From an optimization exercise on the open Yosys and OpenROAD flow, aimed at small area, a short achievable clock period and few clock cycles; shortcuts taken in it are not production practice. Function was checked by simulation only, so behaviour that the tests miss may differ from the original. No activity file was given, so power comes from the tool's default toggle rates.

File: design/flow/run.sh
#!/bin/bash
# synth_recipe.tcl (not shown) runs the flow's synth.tcl, then flattens the netlist and writes it again
# the make line also repeats each setting of config.mk as NAME=value (left out here)
make -C /OpenROAD-flow-scripts/flow DESIGN_CONFIG=/design/flow/config.mk WORK_HOME=/design/flow/orfs CLKGATE_MAP_FILE= SYNTH_SCRIPT=/design/flow/synth_recipe.tcl finish
File: design/flow/config.mk
export PLATFORM = sky130hd
export DESIGN_NAME = schlappi_resampler
export DESIGN_NICKNAME = schlappi_resampler
export VERILOG_FILES = /design/flow/design.v
export SDC_FILE = /design/flow/constraint.sdc
export NUM_CORES = 4
export LEC_CHECK = 0
export CAP_MARGIN = 20
export CORE_MARGIN = 2
export CORE_UTILIZATION = 50
export SLEW_MARGIN = 20
File: design/flow/constraint.sdc
create_clock -name core_clock -period 40.0 [get_ports {clk}]
set_input_delay 8.0000 -clock core_clock [delete_from_list [all_inputs] [get_ports {clk}]]
set_output_delay 8.0000 -clock core_clock [all_outputs]
set_load 0.01 [all_outputs]
File: design/flow/design.v
module rs_round_pack (
    input  wire              sign,
    input  wire signed [9:0] e,
    input  wire       [47:0] w,
    output wire       [31:0] y
);
    wire        sub = (e < 10'sd1);
    wire [3:0]  d   = sub ? (4'd1 - e[3:0]) : 4'd0;    
    wire [62:0] sh  = {w, 15'd0} >> d;
    wire [23:0] m   = sh[62:39];
    wire        g   = sh[38];
    wire        st  = |sh[37:0];
    wire [7:0]  ef  = sub ? 8'd0 : (m[23] ? e[7:0] : 8'd0);
    wire        inc = g & (st | m[0]);
    wire [30:0] mag = {ef, m[22:0]} + {30'd0, inc};
    assign y = {sign, mag};
endmodule
module rs_fp_mul (
    input  wire        clk,
    input  wire [31:0] x,
    input  wire        cs,
    input  wire [7:0]  ce,
    input  wire [22:0] cf,
    output wire [31:0] y
);
    wire [7:0]  xe = x[30:23];
    wire [23:0] xm = {xe != 8'd0, x[22:0]};
    wire [26:0] cx = {2'b00, 1'b1, cf, 1'b0};      
    wire [47:0] r [0:14];
    wire [47:0] nb;
    genvar j;
    generate
        for (j = 0; j < 12; j = j + 1) begin : g_row
            wire [2:0]  t   = cx[2*j+2 : 2*j];
            wire        neg = t[2] & ~(t[1] & t[0]);
            wire        one = t[1] ^ t[0];
            wire        two = (t == 3'b100) | (t == 3'b011);
            wire [24:0] m   = ({25{one}} & {1'b0, xm}) | ({25{two}} & {xm, 1'b0});
            wire [25:0] row = {~neg, m ^ {25{neg}}};
            assign r[j] = {22'd0, row} << (2 * j);
            assign nb[2*j]   = neg;
            assign nb[2*j+1] = 1'b0;
        end
    endgenerate
    assign nb[47:24] = 24'd0;
    assign r[12] = {xm, 24'd0};                     
    assign r[13] = nb;
    assign r[14] = 48'h555556000000;                
    function [95:0] csa;
        input [47:0] a, b, c;
        begin
            csa[47:0]  = a ^ b ^ c;
            csa[95:48] = ((a & b) | (a & c) | (b & c)) << 1;
        end
    endfunction
    wire [95:0] l1a = csa(r[0], r[1], r[2]);
    wire [95:0] l1b = csa(r[3], r[4], r[5]);
    wire [95:0] l1c = csa(r[6], r[7], r[8]);
    wire [95:0] l1d = csa(r[9], r[10], r[11]);
    wire [95:0] l1e = csa(r[12], r[13], r[14]);
    wire [95:0] l2a = csa(l1a[47:0], l1a[95:48], l1b[47:0]);
    wire [95:0] l2b = csa(l1b[95:48], l1c[47:0], l1c[95:48]);
    wire [95:0] l2c = csa(l1d[47:0], l1d[95:48], l1e[47:0]);
    wire [95:0] l3a = csa(l2a[47:0], l2a[95:48], l2b[47:0]);
    wire [95:0] l3b = csa(l2b[95:48], l2c[47:0], l2c[95:48]);
    wire [95:0] l4a = csa(l3a[47:0], l3a[95:48], l3b[47:0]);
    wire [95:0] l5a = csa(l4a[47:0], l4a[95:48], l3b[95:48]);
    wire [95:0] l6a = csa(l5a[47:0], l5a[95:48], l1e[95:48]);
    wire [47:0] p0  = l6a[47:0] + l6a[95:48];
    wire signed [9:0] e0 = $signed({2'b0, ce}) + $signed({2'b0, (xe == 8'd0) ? 8'd1 : xe}) - 10'sd126;
    reg  [47:0] p;
    reg  signed [9:0] e47;
    reg         sgn;
    always @(posedge clk) begin
        p   <= p0;
        e47 <= e0;
        sgn <= x[31] ^ cs;
    end
    wire [47:0] w  = p[47] ? p : {p[46:0], 1'b0};
    wire signed [9:0] e = p[47] ? e47 : e47 - 10'sd1;
    rs_round_pack u_rp (.sign(sgn), .e(e), .w(w), .y(y));
endmodule
module rs_fp_add (
    input  wire [31:0] a,
    input  wire [31:0] b,
    output wire [31:0] y
);
    wire        anz  = a[30:23] != 8'd0;
    wire        bnz  = b[30:23] != 8'd0;
    wire [7:0]  xa   = {a[30:24], a[23] | ~anz};           
    wire [7:0]  xb   = {b[30:24], b[23] | ~bnz};
    wire [23:0] ma   = {anz, a[22:0]};
    wire [23:0] mb   = {bnz, b[22:0]};
    wire [8:0]  dab  = {1'b0, xa} - {1'b0, xb};
    wire [8:0]  dba  = {1'b0, xb} - {1'b0, xa};
    wire        sub  = a[31] ^ b[31];
    wire        fsw  = dab[8];                             
    wire [7:0]  da   = dab[7:0];
    wire [7:0]  db   = dba[7:0];
    wire [4:0]  sha  = (db > 8'd26) ? 5'd26 : db[4:0];     
    wire [4:0]  shb  = (da > 8'd26) ? 5'd26 : da[4:0];     
    wire [26:0] ala  = {ma, 3'd0} >> sha;
    wire [26:0] alb  = {mb, 3'd0} >> shb;
    reg  [23:0] mska, mskb;
    integer k;
    always @* begin
        for (k = 0; k < 24; k = k + 1) begin
            mska[k] = (db > k + 3);
            mskb[k] = (da > k + 3);
        end
    end
    wire        sta  = |(ma & mska);
    wire        stb  = |(mb & mskb);
    wire [26:0] ls   = fsw ? {ala[26:1], ala[0] | sta} : {alb[26:1], alb[0] | stb};
    wire [23:0] mgf  = fsw ? mb : ma;
    wire [7:0]  xgf  = fsw ? xb : xa;
    wire [27:0] lg   = {1'b0, mgf, 3'd0};
    wire [27:0] fs   = sub ? (lg - {1'b0, ls}) : (lg + {1'b0, ls});
    wire        fC   = fs[27];
    wire        fN   = !fs[27] && (fs[26] || !sub);
    wire [23:0] fm   = fC ? fs[27:4] : (fN ? fs[26:3] : fs[25:2]);
    wire        fg   = fC ? fs[3]    : (fN ? fs[2]    : fs[1]);
    wire        fst  = fC ? (|fs[2:0]) : (fN ? (|fs[1:0]) : fs[0]);
    wire [7:0]  fe   = fC ? xgf + 8'd1 : (fN ? (fs[26] ? xgf : 8'd0) : xgf - 8'd1);
    wire        fsg  = fsw ? b[31] : a[31];
    wire        fz   = (fs == 28'd0);
    wire        nsw  = b[30:0] > a[30:0];
    wire        nd1  = (xa != xb);
    wire [23:0] mX   = nsw ? mb : ma;
    wire [23:0] mY   = nsw ? ma : mb;
    wire [7:0]  xgn  = nsw ? xb : xa;
    wire [24:0] nD   = {mX, 1'b0} - (nd1 ? {1'b0, mY} : {mY, 1'b0});
    wire [24:0] lim  = (xgn > 8'd25) ? 25'd0 : (25'h1000000 >> (xgn - 8'd1));
    wire [24:0] srch = nD | lim;
    wire [31:0] sv   = {srch, 7'h7f};
    wire        z16  = (sv[31:16] == 16'd0);
    wire [15:0] s16  = z16 ? sv[15:0] : sv[31:16];
    wire        z8   = (s16[15:8] == 8'd0);
    wire [7:0]  s8   = z8 ? s16[7:0] : s16[15:8];
    wire        z4   = (s8[7:4] == 4'd0);
    wire [3:0]  s4   = z4 ? s8[3:0] : s8[7:4];
    wire        z2   = (s4[3:2] == 2'd0);
    wire [1:0]  s2   = z2 ? s4[1:0] : s4[3:2];
    wire        z1   = !s2[1];
    wire [4:0]  lz   = {z16, z8, z4, z2, z1};
    wire [24:0] nn   = nD << lz;
    wire [23:0] nm   = nn[24:1];
    wire        ng   = nn[0];
    wire [7:0]  ne   = nn[24] ? (xgn - {3'd0, lz}) : 8'd0;
    wire        nsg  = nsw ? b[31] : a[31];
    wire        nz   = (nD == 25'd0);
    wire        near = sub && (dab[8] ? (dba[7:0] <= 8'd1) : (dab[7:0] <= 8'd1));
    wire [23:0] m    = near ? nm  : fm;
    wire        g    = near ? ng  : fg;
    wire        st   = near ? 1'b0 : fst;
    wire [7:0]  ef   = near ? ne  : fe;
    wire        sg   = near ? nsg : fsg;
    wire        zero = near ? nz  : fz;
    wire        inc  = g & (st | m[0]);
    wire [30:0] mag  = {ef, m[22:0]} + {30'd0, inc};
    assign y = zero ? {a[31] & b[31], 31'd0} : {sg, mag};
endmodule
module rs_san (
    input  wire [31:0] a,
    output wire [31:0] y
);
    localparam [30:0] VLIM = 31'h47800000;
    wire is_nan = (a[30:23] == 8'hff) && (a[22:0] != 23'd0);
    assign y = is_nan           ? 32'h00000000 :
               (a[30:0] > VLIM) ? {a[31], VLIM} :
                                  a;
endmodule
module rs_kernel_rom (
    input  wire [4:0]  k_idx,
    input  wire [2:0]  g_idx,
    output reg  [31:0] k_val,
    output reg  [31:0] gu_val,
    output wire [31:0] gd_val
);
    assign gd_val = 32'h3dfcc9da;
    always @* begin
        case (k_idx)
            5'd0: k_val = 32'hb8a1d50d;
            5'd1: k_val = 32'hbb09aae6;
            5'd2: k_val = 32'hbc17b5c6;
            5'd3: k_val = 32'hbcb9c47e;
            5'd4: k_val = 32'hbd229d6a;
            5'd5: k_val = 32'hbd5a4d38;
            5'd6: k_val = 32'hbd5874bc;
            5'd7: k_val = 32'hbcd7ee5b;
            5'd8: k_val = 32'h3d14f45b;
            5'd9: k_val = 32'h3e0fc99c;
            5'd10: k_val = 32'h3e91022f;
            5'd11: k_val = 32'h3ee8381c;
            5'd12: k_val = 32'h3f21f1e5;
            5'd13: k_val = 32'h3f4c0356;
            5'd14: k_val = 32'h3f6c407f;
            5'd15: k_val = 32'h3f7dbeef;
            5'd16: k_val = 32'h3f7dbeef;
            5'd17: k_val = 32'h3f6c407f;
            5'd18: k_val = 32'h3f4c0356;
            5'd19: k_val = 32'h3f21f1e5;
            5'd20: k_val = 32'h3ee8381c;
            5'd21: k_val = 32'h3e91022f;
            5'd22: k_val = 32'h3e0fc99c;
            5'd23: k_val = 32'h3d14f45b;
            5'd24: k_val = 32'hbcd7ee5b;
            5'd25: k_val = 32'hbd5874bc;
            5'd26: k_val = 32'hbd5a4d38;
            5'd27: k_val = 32'hbd229d6a;
            5'd28: k_val = 32'hbcb9c47e;
            5'd29: k_val = 32'hbc17b5c6;
            5'd30: k_val = 32'hbb09aae6;
            5'd31: k_val = 32'hb8a1d50d;
            default: k_val = 32'h00000000;
        endcase
    end
    always @* begin
        case (g_idx)
            3'd0: gu_val = 32'h3f7fb661;
            3'd1: gu_val = 32'h3f7de293;
            3'd2: gu_val = 32'h3f7b932b;
            3'd3: gu_val = 32'h3f7a0e33;
            3'd4: gu_val = 32'h3f7a0e35;
            3'd5: gu_val = 32'h3f7b932b;
            3'd6: gu_val = 32'h3f7de293;
            3'd7: gu_val = 32'h3f7fb661;
            default: gu_val = 32'h00000000;
        endcase
    end
endmodule
module schlappi_resampler (
    input  wire         clk,
    input  wire         rst,
    input  wire         cmd_valid,
    output wire         cmd_ready,
    input  wire [31:0]  cmd,
    input  wire [255:0] din,
    output reg          done,
    output wire [255:0] dout,
    output reg          ill
);
    wire [7:0]  op   = cmd[31:24];
    wire [3:0]  fn   = cmd[23:20];
    wire [3:0]  inst = cmd[19:16];
    wire [15:0] imm  = cmd[15:0];
    wire c_nop = (cmd == 32'h00000000);
    wire c_rst = (cmd == 32'h01000000);
    wire c_ups = (op == 8'h10) && (fn == 4'd0) && (inst[3:1] == 3'd0) && (imm == 16'd0);
    wire c_dec = (op == 8'h11) && (fn == 4'd0) && (inst == 4'd0) && (imm == 16'd0);
    localparam [1:0] T_UPS = 2'd0, T_DEC = 2'd1, T_BUB = 2'd2;
    reg [4:0]  fq [0:7];
    reg [2:0]  fq_h, fq_t;
    reg [3:0]  fq_n;
    reg        u_busy;           
    reg [3:0]  u_cnt;
    reg        u_u;              
    reg        u_bank;
    reg [1:0]  u_base;           
    reg [2:0]  u_vc;             
    reg        up_v;             
    reg        up_u, up_bank;
    reg [31:0] up_x;
    reg        d_busy;           
    reg [4:0]  d_cnt;
    reg        d_id;
    reg [2:0]  d_base;           
    reg [2:0]  d_vc;             
    reg        dp_v;             
    reg        dp_id;
    reg [2:0]  dp_base, dp_vc;
    reg        ups_tog, dec_tog;    
    reg [1:0]  bank_used, bank_done;
    reg [1:0]  dr_used, dr_done;
    assign cmd_ready = !up_v && !dp_v && (fq_n[3] == 1'b0);
    wire accept = cmd_valid && cmd_ready;
    wire a_ups = accept && c_ups;
    wire a_dec = accept && c_dec;
    wire a_rst = accept && c_rst;
    reg [31:0] h [0:1][0:3];
    reg [1:0]  hwp [0:1];
    reg [2:0]  hcnt [0:1];
    reg [31:0] z [0:4][0:7];
    reg [2:0]  zwp;
    reg [2:0]  zcnt;
    wire [2:0] zwp_n = (zwp == 3'd4) ? 3'd0 : zwp + 3'd1;
    wire u_free   = !u_busy || (u_cnt == 4'd15);
    wire us_src_p = up_v;
    wire us_want  = up_v || a_ups;
    wire us_bank  = up_v ? up_bank : ups_tog;
    wire us_go    = us_want && u_free && !bank_used[us_bank];
    wire us_u     = up_v ? up_u : inst[0];
    wire [31:0] us_x = up_v ? up_x : din[31:0];
    wire d_free   = !d_busy || (d_cnt == 5'd31);
    wire ds_want  = dp_v || a_dec;
    wire ds_id    = dp_v ? dp_id : dec_tog;
    wire ds_go    = ds_want && d_free && !dr_used[ds_id];
    wire [2:0] ds_base = dp_v ? dp_base : zwp;
    wire [2:0] ds_vc   = dp_v ? dp_vc : ((zcnt == 3'd4) ? 3'd4 : zcnt + 3'd1);
    wire [4:0] fh = fq[fq_h];
    wire       f_any = (fq_n != 4'd0);
    wire       ret = f_any && ((fh[4:3] == T_UPS) ? bank_done[fh[2]] :
                               (fh[4:3] == T_DEC) ? dr_done[fh[2]] : 1'b1);
    wire       ret_ups = ret && (fh[4:3] == T_UPS);
    wire       ret_dec = ret && (fh[4:3] == T_DEC);
    wire       ret_bub = ret && (fh[4:3] == T_BUB);
    integer j, b;
    always @(posedge clk) begin
        if (us_go && !rst)
            h[us_u][hwp[us_u]] <= us_x;
        if (a_dec && !rst)
            for (j = 0; j < 8; j = j + 1)
                z[zwp][j] <= din[32*j +: 32];
        if (up_v == 1'b0 && a_ups && !us_go)
            up_x <= din[31:0];
    end
    always @(posedge clk) begin
        if (rst) begin
            fq_h <= 3'd0; fq_t <= 3'd0; fq_n <= 4'd0;
            u_busy <= 1'b0; up_v <= 1'b0;
            d_busy <= 1'b0; dp_v <= 1'b0;
            ups_tog <= 1'b0; dec_tog <= 1'b0;
            bank_used <= 2'b00; dr_used <= 2'b00;
            hwp[0] <= 2'd0; hwp[1] <= 2'd0; hcnt[0] <= 3'd0; hcnt[1] <= 3'd0;
            zwp <= 3'd0; zcnt <= 3'd0;
        end else begin
            if (accept) begin
                fq[fq_t] <= {c_ups ? T_UPS : (c_dec ? T_DEC : T_BUB),
                             c_ups ? ups_tog : dec_tog,
                             !(c_ups | c_dec | c_nop | c_rst), c_rst};
                fq_t <= fq_t + 3'd1;
            end
            if (ret) fq_h <= fq_h + 3'd1;
            fq_n <= fq_n + {3'd0, accept} - {3'd0, ret};
            if (a_ups) ups_tog <= !ups_tog;
            if (a_dec) dec_tog <= !dec_tog;
            if (us_go) begin
                u_busy <= 1'b1;
                u_cnt  <= 4'd0;
                u_u    <= us_u;
                u_bank <= us_bank;
                u_base <= hwp[us_u];
                u_vc   <= (a_rst) ? 3'd0 : ((hcnt[us_u] == 3'd4) ? 3'd4 : hcnt[us_u] + 3'd1);
                hwp[us_u] <= hwp[us_u] + 2'd1;
            end else if (u_busy) begin
                u_cnt <= u_cnt + 4'd1;
                if (u_cnt == 4'd15) u_busy <= 1'b0;
            end
            if (a_ups && !us_go) begin
                up_v <= 1'b1; up_u <= inst[0]; up_bank <= ups_tog;
            end else if (us_go) begin
                up_v <= 1'b0;
            end
            if (ds_go) begin
                d_busy <= 1'b1;
                d_cnt  <= 5'd0;
                d_id   <= ds_id;
                d_base <= ds_base;
                d_vc   <= ds_vc;
            end else if (d_busy) begin
                d_cnt <= d_cnt + 5'd1;
                if (d_cnt == 5'd31) d_busy <= 1'b0;
            end
            if (a_dec && !ds_go) begin
                dp_v <= 1'b1; dp_id <= dec_tog; dp_base <= zwp; dp_vc <= ds_vc;
            end else if (ds_go) begin
                dp_v <= 1'b0;
            end
            if (a_rst) begin
                hcnt[0] <= 3'd0; hcnt[1] <= 3'd0; zcnt <= 3'd0;
            end else begin
                if (us_go && hcnt[us_u] != 3'd4) hcnt[us_u] <= hcnt[us_u] + 3'd1;
                if (a_dec) begin
                    zwp <= zwp_n;
                    if (zcnt != 3'd4) zcnt <= zcnt + 3'd1;
                end
            end
            if (a_dec && a_rst) zwp <= zwp;  
            for (b = 0; b < 2; b = b + 1) begin
                if (us_go && us_bank == b[0]) bank_used[b] <= 1'b1;
                else if (ret_ups && fh[2] == b[0]) bank_used[b] <= 1'b0;
                if (ds_go && ds_id == b[0]) dr_used[b] <= 1'b1;
                else if (ret_dec && fh[2] == b[0]) dr_used[b] <= 1'b0;
            end
        end
    end
    wire [1:0]  uj    = u_cnt[1:0];
    wire [1:0]  uslot = u_base - uj;
    wire        uval  = {1'b0, uj} < u_vc;
    wire [31:0] uraw  = uval ? h[u_u][uslot] : 32'd0;
    wire [1:0]  dage  = d_cnt[4:3];
    wire [2:0]  dbank = (d_base >= {1'b0, dage}) ? d_base - {1'b0, dage} : d_base + 3'd5 - {1'b0, dage};
    wire [2:0]  dword = 3'd7 - d_cnt[2:0];
    wire        dval  = {1'b0, dage} < d_vc;
    wire [31:0] draw  = dval ? z[dbank][dword] : 32'd0;
    wire [31:0] usan, dsan;
    rs_san u_su (.a(uraw), .y(usan));
    rs_san u_sd (.a(draw), .y(dsan));
    reg        mu_v, md_v;
    reg [3:0]  mu_cnt;
    reg [4:0]  md_cnt;
    reg        mu_bank, md_id;
    reg [31:0] mu_x, md_x;
    always @(posedge clk) begin
        mu_x <= usan; md_x <= dsan;
        mu_cnt <= u_cnt; md_cnt <= d_cnt;
        mu_bank <= u_bank; md_id <= d_id;
        if (rst) begin
            mu_v <= 1'b0; md_v <= 1'b0;
        end else begin
            mu_v <= u_busy; md_v <= d_busy;
        end
    end
    wire [4:0]  kx = {mu_cnt[1:0], mu_cnt[3:2], 1'b0};
    wire [4:0]  ky = {mu_cnt[1:0], mu_cnt[3:2], 1'b1};
    wire [31:0] kvx, kvy, kvd;
    wire [31:0] ng0, ng1, ng2, nd0, nd1, nd2;
    rs_kernel_rom u_kx (.k_idx(kx), .g_idx(3'd0), .k_val(kvx), .gu_val(ng0), .gd_val(nd0));
    rs_kernel_rom u_ky (.k_idx(ky), .g_idx(3'd0), .k_val(kvy), .gu_val(ng1), .gd_val(nd1));
    rs_kernel_rom u_kd (.k_idx(md_cnt), .g_idx(3'd0), .k_val(kvd), .gu_val(ng2), .gd_val(nd2));
    wire [31:0] px, py, pd;
    rs_fp_mul u_mx (.clk(clk), .x(mu_x), .cs(kvx[31]), .ce(kvx[30:23]), .cf(kvx[22:0]), .y(px));
    rs_fp_mul u_my (.clk(clk), .x(mu_x), .cs(kvy[31]), .ce(kvy[30:23]), .cf(kvy[22:0]), .y(py));
    rs_fp_mul u_md (.clk(clk), .x(md_x), .cs(kvd[31]), .ce(kvd[30:23]), .cf(kvd[22:0]), .y(pd));
    reg        nu_v, nd_v;
    reg [3:0]  nu_cnt;
    reg [4:0]  nd_cnt;
    reg        nu_bank, nd_id;
    always @(posedge clk) begin
        nu_cnt <= mu_cnt; nd_cnt <= md_cnt;
        nu_bank <= mu_bank; nd_id <= md_id;
        if (rst) begin
            nu_v <= 1'b0; nd_v <= 1'b0;
        end else begin
            nu_v <= mu_v; nd_v <= md_v;
        end
    end
    reg        au_v, ad_v;
    reg [3:0]  au_cnt;
    reg [4:0]  ad_cnt;
    reg        au_bank, ad_id;
    reg [31:0] ap_x, ap_y, ap_d;
    always @(posedge clk) begin
        ap_x <= px; ap_y <= py; ap_d <= pd;
        au_cnt <= nu_cnt; ad_cnt <= nd_cnt;
        au_bank <= nu_bank; ad_id <= nd_id;
        if (rst) begin
            au_v <= 1'b0; ad_v <= 1'b0;
        end else begin
            au_v <= nu_v; ad_v <= nd_v;
        end
    end
    reg  [31:0] acc_x, acc_y, acc_d;
    wire [31:0] sx, sy, sd;
    rs_fp_add u_ax (.a((au_cnt[1:0] == 2'd0) ? 32'd0 : acc_x), .b(ap_x), .y(sx));
    rs_fp_add u_ay (.a((au_cnt[1:0] == 2'd0) ? 32'd0 : acc_y), .b(ap_y), .y(sy));
    rs_fp_add u_ad (.a((ad_cnt == 5'd0) ? 32'd0 : acc_d), .b(ap_d), .y(sd));
    wire fin_u = au_v && (au_cnt[1:0] == 2'd3);
    wire fin_d = ad_v && (ad_cnt == 5'd31);
    reg  [31:0] hold_y, hold_d;
    reg         gx_v, gy_v, gd_v;
    reg  [2:0]  gx_i, gy_i;
    reg         gx_bank, gy_bank, gd_id;
    wire        take_d = gd_v && !gx_v && !gy_v;
    always @(posedge clk) begin
        if (au_v) begin acc_x <= sx; acc_y <= sy; end
        if (ad_v) acc_d <= sd;
        if (fin_u) hold_y <= sy;
        if (fin_d) hold_d <= sd;
        gx_i <= {au_cnt[3:2], 1'b0};
        gx_bank <= au_bank;
        gy_i <= gx_i + 3'd1;
        gy_bank <= gx_bank;
        if (fin_d) gd_id <= ad_id;
        if (rst) begin
            gx_v <= 1'b0; gy_v <= 1'b0; gd_v <= 1'b0;
        end else begin
            gx_v <= fin_u;
            gy_v <= gx_v;
            if (fin_d) gd_v <= 1'b1;
            else if (take_d) gd_v <= 1'b0;
        end
    end
    wire [2:0]  gidx = gx_v ? gx_i : gy_i;
    wire [31:0] gin  = gx_v ? acc_x : (gy_v ? hold_y : hold_d);
    wire        gdec = !gx_v && !gy_v;
    wire [31:0] gu_v, gd_c, nk;
    rs_kernel_rom u_g (.k_idx(5'd0), .g_idx(gidx), .k_val(nk), .gu_val(gu_v), .gd_val(gd_c));
    wire [31:0] gk = gdec ? gd_c : gu_v;
    wire [31:0] gp, gy;
    rs_fp_mul u_mg (.clk(clk), .x(gin), .cs(gk[31]), .ce(gk[30:23]), .cf(gk[22:0]), .y(gp));
    rs_san    u_os (.a(gp), .y(gy));
    reg        w_sb, w_d, w_bank, w_id, w_last;
    reg [2:0]  w_i;
    always @(posedge clk) begin
        w_bank <= gx_v ? gx_bank : gy_bank;
        w_i    <= gidx;
        w_id   <= gd_id;
        w_last <= gy_v && (gy_i == 3'd7);
        if (rst) begin
            w_sb <= 1'b0; w_d <= 1'b0;
        end else begin
            w_sb <= gx_v || gy_v;
            w_d  <= take_d;
        end
    end
    reg [31:0] sb [0:1][0:7];
    reg [31:0] dr [0:1];
    always @(posedge clk) begin
        if (w_sb) sb[w_bank][w_i] <= gy;
        if (w_d) dr[w_id] <= gy;
    end
    always @(posedge clk) begin
        if (rst) begin
            bank_done <= 2'b00; dr_done <= 2'b00;
        end else begin
            for (b = 0; b < 2; b = b + 1) begin
                if (w_sb && w_last && w_bank == b[0]) bank_done[b] <= 1'b1;
                else if (ret_ups && fh[2] == b[0]) bank_done[b] <= 1'b0;
                if (w_d && w_id == b[0]) dr_done[b] <= 1'b1;
                else if (ret_dec && fh[2] == b[0]) dr_done[b] <= 1'b0;
            end
        end
    end
    reg [31:0] dreg [0:7];
    generate
        genvar g;
        for (g = 0; g < 8; g = g + 1) begin : g_dout
            assign dout[32*g +: 32] = dreg[g];
        end
    endgenerate
    wire clr = rst | (ret_bub & fh[0]);
    always @(posedge clk) begin
        for (b = 0; b < 8; b = b + 1) begin
            if (clr)
                dreg[b] <= 32'd0;
            else if (ret_ups)
                dreg[b] <= sb[fh[2]][b];
            else if (ret_dec && b == 0)
                dreg[b] <= dr[fh[2]];
        end
    end
    always @(posedge clk) begin
        if (rst) begin
            done <= 1'b0;
            ill  <= 1'b0;
        end else begin
            done <= ret;
            if (ret_bub && fh[0])      ill <= 1'b0;
            else if (ret_bub && fh[1]) ill <= 1'b1;
        end
    end
endmodule
==> summary.txt, run 1 <==
Synthesis
  • Syn avg cell area: 10.28 sq um
  • Post-synth top area cell: edfxtp_1
  • Post-synth top flop: edfxtp_1
  • Post-synth cell types: 132
  • Mapped Nets: 25170
  • Count leader, synth: edfxtp_1
  • Synth top cells by count: edfxtp_1, inv_1, nand2_1
  • Share of Yosys cell area claimed by the top area cell type: 30.68%
  • Number of flops mapped to enable cells by yosys: 2383
  • Asr flop ratio synth: 0%
  • Post-Syn Instances: 22690
  • Synth Cell Area: 233300 sq um
  • Register bit total from synthesis: 3210
  • Yosys warning total: 6
  • Sequential fraction of the synthesis area: 37.77%
  • Top cells by area, synth: edfxtp_1, fa_1, dfxtp_1, ha_1, xnor2_1

Hold path
  • Min-Delay Path Class: flop to flop

Global route
  • Grt met3 use: 6.024%
  • Vias in the first global route: 177300
  • Most Used Layer, Global Route: met2
  • Largest net degree at the start of global routing: 141
  • GRT overflow: 0
  • M1 GR Usage: 45.87%
  • Antenna violations before repair: 69
  • Total GRT Usage: 32.80%
  • First-pass GRT wire length: 1177000 microns
  • Met2 Track Usage GR: 50.30%

Routing
  • Routed Antenna Nets: 0
  • Drt first pass iters: 7
  • Vias: 183100
  • Drc violations: 0
  • Drt via density: 6.306
  • Detailed Route Iter0 Violations: 20840
  • Routed length per instance: 27.30 microns
  • Drt total wl: 792600 microns

Die
  • Core Box Area: 464200 sq um
  • Number of I/O pins: 550
  • Die Wd: 687.0 microns
  • Row count: 250
  • Starting Density: 50.25%
  • Die Area: 472000 sq um
  • Die Y-Extent: 687.0 microns

Place
  • Detailed Place HPWL: 570500 microns
  • Post-placement cell area: 245500 sq um
  • IO Port Bufs: 549
  • Final GP Congestion: 1.003

Clock network
  • CTS Hold Bufs: 0
  • Clock Pin Slew Worst Setup and Hold Paths: 0.06 ns
  • Setup bufs post-CTS: 0
  • TritonCTS Sinks: 3210
  • H-tree levels: 5
  • CTS Root Cell: clkbuf_16
  • Num CTS Buffers: 344
  • Cts repair resizes: 0
  • Clock Tree Buf Depth: 4
  • CTS tree: yes
  • Later-pin clock latency in the skew report: 1.01 ns

STA
  • Max-slew violations: 0
  • RSZ-0062 raised after global routing: false
  • Tmin final: 14.33 ns
  • Final hold vios: 0
  • Crit share post-route: 35.82%
  • FMAX: 0.06979 GHz
  • Least-Margin Pin Slew: 1.271 ns
  • Final setup vio count: 0
  • Max_slew headroom: 14.35%
  • Setup Skew: 0.1085 ns
  • TNS Setup: 0 ns

Setup path
  • CP dominant cell by count: nand2_1
  • CP Class: flop to flop
  • Slowest stage delay, CP: 0.69 ns
  • Critical path required time: 40.69 ns
  • Worst EP arrival: 15.02 ns
  • Critical Path Fanout Max: 45
  • Crit. End Element: flop
  • Buf+Inv Stages, Crit Path: 7
  • Worst path slowest cell: o21a_1
  • CP startpoint kind: flop
  • Reg2reg setup slack: 25.67 ns
  • Top delay family on crit path: compound AO/OA/AOI/OAI gates

Power
  • Leakage power: 97.29 nW
  • NetSw: 1.643 mW
  • Sw frac: 23.11%
  • Clock share of power: 44.0%
  • Worst IR Drop VDD: 0.05194 mV
  • Combinational power share: 5.4%
  • Pwr dens: 27.68 nW/um^2
  • Int Power: 5.464 mW
  • Flop pwr share: 50.5%

Layout
  • Finished Cell Area: 256800 sq um
  • Total Nets Final: 25040
  • Layout area overhead: 10.07%
  • Filler cell count: 40820
  • Layout cell share with drive strength beyond 1: 9.196%

Run
  • Max-Cap Viols: 0

Run status
  • Status: finished clean
==> per-layer routing <==
layer / share of wire [%] / wire length (microns)
met4: 4.9 / 38630
met5: 0.045 / 356
met3: 8.9 / 70460
met1: 42 / 333400
met2: 44 / 349800
==> cell type report <==
| class | count | area (sq um) | share of cell area, % |
|---|---|---|---|
| well taps | 6174 | 7725 | 3.009 |
| clock buffers | 444 | 9370 | 3.649 |
| diodes | 23 | 57.56 | 0.02242 |
| clock inverters | 178 | 1715 | 0.6681 |
| inverters | 1768 | 6636 | 2.585 |
| repair buffers | 1090 | 9747 | 3.796 |
| flip-flops and latches | 3210 | 88160 | 34.34 |
| multi-input cells | 16150 | 133400 | 51.94 |
==> power groups by stage <==
stage,Combinational [mW],Clock [mW],Sequential [mW]
after detailed placement,0.387,0,3.66
after global routing,0.413,3.32,3.59
after CTS,0.388,3.19,3.59
after global placement,0.384,0,3.66
after floorplan,0.224,0,3.66
final,0.385,3.13,3.59
==> sequential cells by signal, indices dropped and copies added, names as in the netlist, 40 cells and up, named ones only <==
register,count
dr,64
fq,40
u_mx.p,48
dreg,256
sb,512
z,1280
h,256
u_md.p,48
u_my.p,48
u_mg.p,48
==> cell families (layout without fill, tap and decap cells) <==
kind of cell / after synthesis / in the layout / share of synthesized area [%]
flops: 3210 / 3210 / 37.77
simple gates: 5335 / 5335 / 10.68
buf+inv: 3330 / 3480 / 5.430
mux: 1494 / 1494 / 9.070
other cells: 0 / 23 / 0
fa+ha+maj: 2190 / 2190 / 15.04
compound gates: 5423 / 5423 / 15.60
xor+xnor: 1705 / 1705 / 6.401
==> through the flow <==
| step | setup WS (ns) | total power, mW | instances | hold WS, ns | utilization [%] |
|---|---|---|---|---|---|
| after floorplan | 4.874 | 3.882 | 22690 | 0.3096 | - |
| after global placement | 26.05 | 4.046 | 28380 | 0.3107 | 52.86 |
| after detailed placement | 26.05 | 4.049 | 28380 | 0.3132 | 52.88 |
| after CTS | 26.01 | 7.168 | 29010 | 0.3229 | 55.27 |
| after global routing | 24.54 | 7.322 | 29020 | 0.3358 | 55.31 |
| final | 25.67 | 7.107 | 29030 | 0.3201 | 55.31 |
==> cells in the final DEF (no fill, tap or decap), types with 241 or more instances in the layout <==
master / netlist / routed
clkdlybuf4s50_1: 0 / 548
mux4_2: 476 / 476
clkbuf_16: 0 / 346
a21oi_1: 1080 / 1077
nand2_1: 1599 / 1596
mux2i_1: 824 / 821
o211ai_1: 241 / 241
nand3_1: 419 / 418
inv_1: 1737 / 1737
nor2_1: 1581 / 1530
a22oi_1: 923 / 923
dfxtp_1: 827 / 795
xor2_1: 374 / 373
xnor2_1: 1331 / 1328
ha_1: 1165 / 1162
edfxtp_1: 2383 / 2383
buf_4: 8 / 529
o21ai_0: 987 / 970
fa_1: 1025 / 1025
a211oi_1: 530 / 511
nor3_1: 429 / 412
==> worst paths after layout <==
path | startpoint | cells after the start | to
worst max register to register | ad_cnt[4] | 45 | hold_d[28]
worst min register to register | mu_cnt[0] | 0 | nu_cnt[0]
worst min-delay path | mu_cnt[0] | 0 | nu_cnt[0]
worst max-delay path | ad_cnt[4] | 45 | hold_d[28]
Testbench counts, summed over its fixed seeds: cycles 16,584.
==> run 2: changes to the inputs <==
--- a/design/flow/design.v
+++ b/design/flow/design.v
@@ -97,10 +97,8 @@
     wire        fsw  = dab[8];                             
     wire [7:0]  da   = dab[7:0];
     wire [7:0]  db   = dba[7:0];
-    wire [4:0]  sha  = (db > 8'd26) ? 5'd26 : db[4:0];     
-    wire [4:0]  shb  = (da > 8'd26) ? 5'd26 : da[4:0];     
-    wire [26:0] ala  = {ma, 3'd0} >> sha;
-    wire [26:0] alb  = {mb, 3'd0} >> shb;
+    wire [26:0] ala  = (db > 8'd26) ? 27'd0 : ({ma, 3'd0} >> db[4:0]);    
+    wire [26:0] alb  = (da > 8'd26) ? 27'd0 : ({mb, 3'd0} >> da[4:0]);    
     reg  [23:0] mska, mskb;
     integer k;
     always @* begin
@@ -111,11 +109,14 @@
     end
     wire        sta  = |(ma & mska);
     wire        stb  = |(mb & mskb);
-    wire [26:0] ls   = fsw ? {ala[26:1], ala[0] | sta} : {alb[26:1], alb[0] | stb};
-    wire [23:0] mgf  = fsw ? mb : ma;
+    wire [27:0] lsa  = {1'b0, ala[26:1], ala[0] | sta};
+    wire [27:0] lsb  = {1'b0, alb[26:1], alb[0] | stb};
+    wire [27:0] lga  = {1'b0, ma, 3'd0};
+    wire [27:0] lgb  = {1'b0, mb, 3'd0};
+    wire [27:0] fsa  = sub ? (lga - lsb) : (lga + lsb);   
+    wire [27:0] fsb  = sub ? (lgb - lsa) : (lgb + lsa);   
     wire [7:0]  xgf  = fsw ? xb : xa;
-    wire [27:0] lg   = {1'b0, mgf, 3'd0};
-    wire [27:0] fs   = sub ? (lg - {1'b0, ls}) : (lg + {1'b0, ls});
+    wire [27:0] fs   = fsw ? fsb : fsa;
     wire        fC   = fs[27];
     wire        fN   = !fs[27] && (fs[26] || !sub);
     wire [23:0] fm   = fC ? fs[27:4] : (fN ? fs[26:3] : fs[25:2]);
@@ -297,18 +298,23 @@
     wire ds_go    = ds_want && d_free && !dr_used[ds_id];
     wire [2:0] ds_base = dp_v ? dp_base : zwp;
     wire [2:0] ds_vc   = dp_v ? dp_vc : ((zcnt == 3'd4) ? 3'd4 : zcnt + 3'd1);
-    wire [4:0] fh = fq[fq_h];
-    wire       f_any = (fq_n != 4'd0);
+    reg  [4:0] fh;
+    reg        f_any;
     wire       ret = f_any && ((fh[4:3] == T_UPS) ? bank_done[fh[2]] :
                                (fh[4:3] == T_DEC) ? dr_done[fh[2]] : 1'b1);
     wire       ret_ups = ret && (fh[4:3] == T_UPS);
     wire       ret_dec = ret && (fh[4:3] == T_DEC);
     wire       ret_bub = ret && (fh[4:3] == T_BUB);
+    wire [4:0] fpush  = {c_ups ? T_UPS : (c_dec ? T_DEC : T_BUB),
+                         c_ups ? ups_tog : dec_tog,
+                         !(c_ups | c_dec | c_nop | c_rst), c_rst};
+    wire [2:0] fq_h_n = ret ? fq_h + 3'd1 : fq_h;
+    wire [3:0] fq_n_n = fq_n + {3'd0, accept} - {3'd0, ret};
     integer j, b;
     always @(posedge clk) begin
         if (us_go && !rst)
             h[us_u][hwp[us_u]] <= us_x;
-        if (a_dec && !rst)
+        if (!dp_v)
             for (j = 0; j < 8; j = j + 1)
                 z[zwp][j] <= din[32*j +: 32];
         if (up_v == 1'b0 && a_ups && !us_go)
@@ -316,7 +322,7 @@
     end
     always @(posedge clk) begin
         if (rst) begin
-            fq_h <= 3'd0; fq_t <= 3'd0; fq_n <= 4'd0;
+            fq_h <= 3'd0; fq_t <= 3'd0; fq_n <= 4'd0; f_any <= 1'b0;
             u_busy <= 1'b0; up_v <= 1'b0;
             d_busy <= 1'b0; dp_v <= 1'b0;
             ups_tog <= 1'b0; dec_tog <= 1'b0;
@@ -325,13 +331,13 @@
             zwp <= 3'd0; zcnt <= 3'd0;
         end else begin
             if (accept) begin
-                fq[fq_t] <= {c_ups ? T_UPS : (c_dec ? T_DEC : T_BUB),
-                             c_ups ? ups_tog : dec_tog,
-                             !(c_ups | c_dec | c_nop | c_rst), c_rst};
+                fq[fq_t] <= fpush;
                 fq_t <= fq_t + 3'd1;
             end
             if (ret) fq_h <= fq_h + 3'd1;
-            fq_n <= fq_n + {3'd0, accept} - {3'd0, ret};
+            fq_n <= fq_n_n;
+            fh    <= (accept && fq_h_n == fq_t) ? fpush : fq[fq_h_n];
+            f_any <= (fq_n_n != 4'd0);
             if (a_ups) ups_tog <= !ups_tog;
             if (a_dec) dec_tog <= !dec_tog;
             if (us_go) begin
@@ -436,6 +442,7 @@
         end
     end
     reg        au_v, ad_v;
+    reg        au_first, ad_first;
     reg [3:0]  au_cnt;
     reg [4:0]  ad_cnt;
     reg        au_bank, ad_id;
@@ -443,6 +450,8 @@
     always @(posedge clk) begin
         ap_x <= px; ap_y <= py; ap_d <= pd;
         au_cnt <= nu_cnt; ad_cnt <= nd_cnt;
+        au_first <= (nu_cnt[1:0] == 2'd0);
+        ad_first <= (nd_cnt == 5'd0);
         au_bank <= nu_bank; ad_id <= nd_id;
         if (rst) begin
             au_v <= 1'b0; ad_v <= 1'b0;
@@ -452,9 +461,9 @@
     end
     reg  [31:0] acc_x, acc_y, acc_d;
     wire [31:0] sx, sy, sd;
-    rs_fp_add u_ax (.a((au_cnt[1:0] == 2'd0) ? 32'd0 : acc_x), .b(ap_x), .y(sx));
-    rs_fp_add u_ay (.a((au_cnt[1:0] == 2'd0) ? 32'd0 : acc_y), .b(ap_y), .y(sy));
-    rs_fp_add u_ad (.a((ad_cnt == 5'd0) ? 32'd0 : acc_d), .b(ap_d), .y(sd));
+    rs_fp_add u_ax (.a(au_first ? 32'd0 : acc_x), .b(ap_x), .y(sx));
+    rs_fp_add u_ay (.a(au_first ? 32'd0 : acc_y), .b(ap_y), .y(sy));
+    rs_fp_add u_ad (.a(ad_first ? 32'd0 : acc_d), .b(ap_d), .y(sd));
     wire fin_u = au_v && (au_cnt[1:0] == 2'd3);
     wire fin_d = ad_v && (ad_cnt == 5'd31);
     reg  [31:0] hold_y, hold_d;
==> run 2 against run 1 <==
  * Still clean
  * Non-clock buffer count up 4
  * Setup slack worse by 0.27 ns
  * Combinational power rose to 3.3 times the previous value
  * Sequential share of layout area down 0.92 points
  * Fmax down 1.8%
  * Clock power up 3%
  * Area after synthesis up 2.9%
  * Via count up 2.7%
  * Clock-buffer cell count down 11
  * Utilization about the same
  * Die area up 2.9%
  * Critical path type unchanged
  * Critical endpoint is now acc_x[30]
  * Largest power group unchanged
==> summary.txt, run 2 <==
Setup path
  • Top delay family on crit path: simple AND/OR/NAND/NOR gates
  • CP Class: flop to flop
  • Slowest stage delay, CP: 0.77 ns
  • Critical Path Fanout Max: 90
  • Crit. End Element: flop
  • CP dominant cell by count: ha_1
  • Critical path required time: 40.64 ns
  • Worst path slowest cell: buf_4
  • Reg2reg setup slack: 25.41 ns
  • R2r worst-path depth: 39
  • Worst EP arrival: 15.23 ns
  • CP Depth: 39
  • Buf+Inv Stages, Crit Path: 4
  • CP startpoint kind: flop

STA
  • RSZ-0062 raised after global routing: false
  • Least-Margin Pin Slew: 1.284 ns
  • Tmin final: 14.59 ns
  • Final hold vios: 0
  • Crit share post-route: 36.49%
  • Final setup vio count: 0
  • Max-slew violations: 0
  • TNS Setup: 0 ns
  • Setup Skew: 0.1034 ns
  • Max_slew headroom: 13.29%
  • FMAX: 0.06852 GHz

Place
  • Post-placement cell area: 252800 sq um
  • Detailed Place HPWL: 585500 microns
  • Final GP Congestion: 1.012
  • IO Port Bufs: 549

Layout
  • Total Nets Final: 26090
  • Most frequent cells in the layout: edfxtp_1, inv_1, nand2_1, nor2_1, xnor2_1
  • Max reg flops: 1280
  • Finished Cell Area: 264400 sq um
  • Largest regs: z: 1280 flops, sb: 512 flops
  • Most flops, register: z
  • Commonest non-fill, non-tap cell in the layout: edfxtp_1
  • Filler cell count: 41910
  • Layout area overhead: 10.10%
  • Layout cell share with drive strength beyond 1: 9.136%

Power
  • Power, Total: 8.251 mW
  • Leakage power: 102.4 nW
  • Pwr dens: 31.21 nW/um^2
  • Worst IR Drop VDD: 0.06577 mV

Die
  • Die Y-Extent: 697.0 microns
  • Die Area: 485800 sq um
  • Row count: 254
  • Starting Density: 50.20%
  • Number of I/O pins: 550
  • Die Wd: 697.0 microns
  • Core Box Area: 478300 sq um

Synthesis
  • Yosys warning total: 6
  • Post-synth top flop: edfxtp_1
  • Top cells by area, synth: edfxtp_1, fa_1, dfxtp_1, ha_1, xnor2_1
  • Count leader, synth: edfxtp_1
  • Post-synth cell types: 124
  • Post-synthesis mux area share: 9.706%
  • Synth top cells by count: edfxtp_1, inv_1, nor2_1
  • Share of Yosys cell area claimed by the top area cell type: 29.87%
  • Mapped Nets: 26190
  • Syn avg cell area: 10.19 sq um
  • Number of flops mapped to enable cells by yosys: 2388
  • Synth Area in Simple Gates: 11.21%
  • Compound-Gate Fraction of Synth Area: 14.97%
  • Post-synth top area cell: edfxtp_1
  • Register bit total from synthesis: 3215
  • Largest family of logic cells by synthesized area: adder cells
  • Sequential fraction of the synthesis area: 36.76%
  • Asr flop ratio synth: 0%
  • Xor-xnor portion of the synthesized cell area: 6.478%
  • Post-Syn Instances: 23560
  • Post-Synth Adder-Cell Area: 15.41%
  • Synth Cell Area: 240100 sq um

Global route
  • Largest net degree at the start of global routing: 187
  • GRT overflow: 0
  • Total GRT Usage: 32.22%
  • First-pass GRT wire length: 1198000 microns
  • Vias in the first global route: 181400
  • Antenna violations before repair: 90

Clock network
  • Clock Pin Slew Worst Setup and Hold Paths: 0.06 ns
  • H-tree levels: 5
  • Setup bufs post-CTS: 0
  • CTS tree: yes
  • CTS Root Cell: clkbuf_16
  • Cts repair resizes: 0
  • CTS Hold Bufs: 0
  • TritonCTS Sinks: 3215
  • Clock Tree Buf Depth: 4
  • Num CTS Buffers: 342
  • Later-pin clock latency in the skew report: 1.00 ns

Routing
  • Routed length per instance: 26.83 microns
  • Detailed Route Iter0 Violations: 20640
  • Drt first pass iters: 8
  • Drc violations: 0
  • Drt total wl: 809500 microns
  • Vias: 188100
  • Drt via density: 6.234
  • Routed Antenna Nets: 0

Hold path
  • Hold path depth: 0
  • Min-Delay Path Class: flop to flop

Run status
  • Status: finished clean

Run
  • Max-Cap Viols: 0
-- run 2: cell types whose count changed after synthesis, sizes merged, moves of 38 or more --
cell | before | now
nand2 | 1601 | 1646
a21oi | 1088 | 1256
o21ai | 1036 | 943
inv | 1756 | 1899
or2 | 57 | 100
nor2 | 1583 | 1679
mux2i | 825 | 968
and2 | 201 | 163
xnor2 | 1331 | 1398
o211ai | 246 | 180
nand2b | 152 | 238
ha | 1165 | 1310
nor3 | 442 | 545
-- run 2: worst paths after layout --
check,start,end
setup / recovery,au_first,acc_x[30]
hold / removal,md_cnt[4],nd_cnt[4]
setup reg to reg,au_first,acc_x[30]
hold reg to reg,md_cnt[4],nd_cnt[4]
-- run 2: area by class of cell --
class | count | area (sq um) | area share [%]
timing repair buffer | 1094 | 9762 | 3.693
antenna | 25 | 62.56 | 0.02367
tap | 6400 | 8008 | 3.029
multi-input combinational | 16890 | 139600 | 52.82
clock inverter | 204 | 2191 | 0.8288
inverter | 1916 | 7192 | 2.721
sequential | 3215 | 88330 | 33.41
clock buffer | 433 | 9181 | 3.473
-- run 2: routing by layer --
layer	global-route usage [%]	wire length (microns)	up-vias
li1	-	-	85030
met1	43.92	336900	92780
met2	50.94	365800	8459
met3	5.931	69020	1777
met4	12.89	37300	70
met5	0.009804	478	-
-- run 2: kinds of logic after synthesis --
logic type                 count (synthesis)
and+or+nand+nor                         5714
AOI/OAI and AO/OA                       5394
buffers and inverters                   3458
DFF                                     3215
adders and majority gates               2340
xor gates and xnor gates                1776
muxes                                   1665
-- run 2: power breakdown --
group / internal (mW) / switching (mW) / leakage (nW)
Clock: 1.83 / 1.39 / 5.53
Combinational: 0.514 / 0.769 / 68.0
Sequential: 3.67 / 0.0834 / 28.9
-- run 2: stage by stage --
stage | instances | util, % | setup WS, ns | hold slack, ns
final | 30180 | 55.27 | 25.41 | 0.3230
after global routing | 30160 | 55.26 | 24.37 | 0.3264
after CTS | 30150 | 55.24 | 25.68 | 0.3140
after detailed placement | 29510 | 52.86 | 25.78 | 0.3121
after global placement | 29510 | 52.84 | 26.02 | 0.3102
after floorplan | 23560 | - | 13.63 | 0.3096
Testbench counts of run 2, summed over its fixed seeds: cycles 16,584.

==> afterwards: timing with drivers on the ports <==
No port has a modelled driver above. Below, the same layouts with a new extraction and two added sets of constraints.
Step 1, drivers: a clkbuf_16 drives clk and a buf_2 each remaining input, both assumed.
Step 2 also shifts input and output timing later by t, the mid clock arrival at the registers, as if the neighbouring blocks saw the same clock.
a / b / c = ideal / step 1 / step 2; a / b = the first two.
run	t, ns	slack for setup (ns)	hold WS [ns]	slew at the worst register clock pin (ns)
run 1	1.082	25.672 / 25.672 / 25.672	0.320 / 0.320 / 0.320	0.08 / 0.08
run 2	1.076	25.405 / 25.405 / 25.405	0.323 / 0.323 / 0.323	0.07 / 0.07
After both steps every run listed still meets setup and hold.
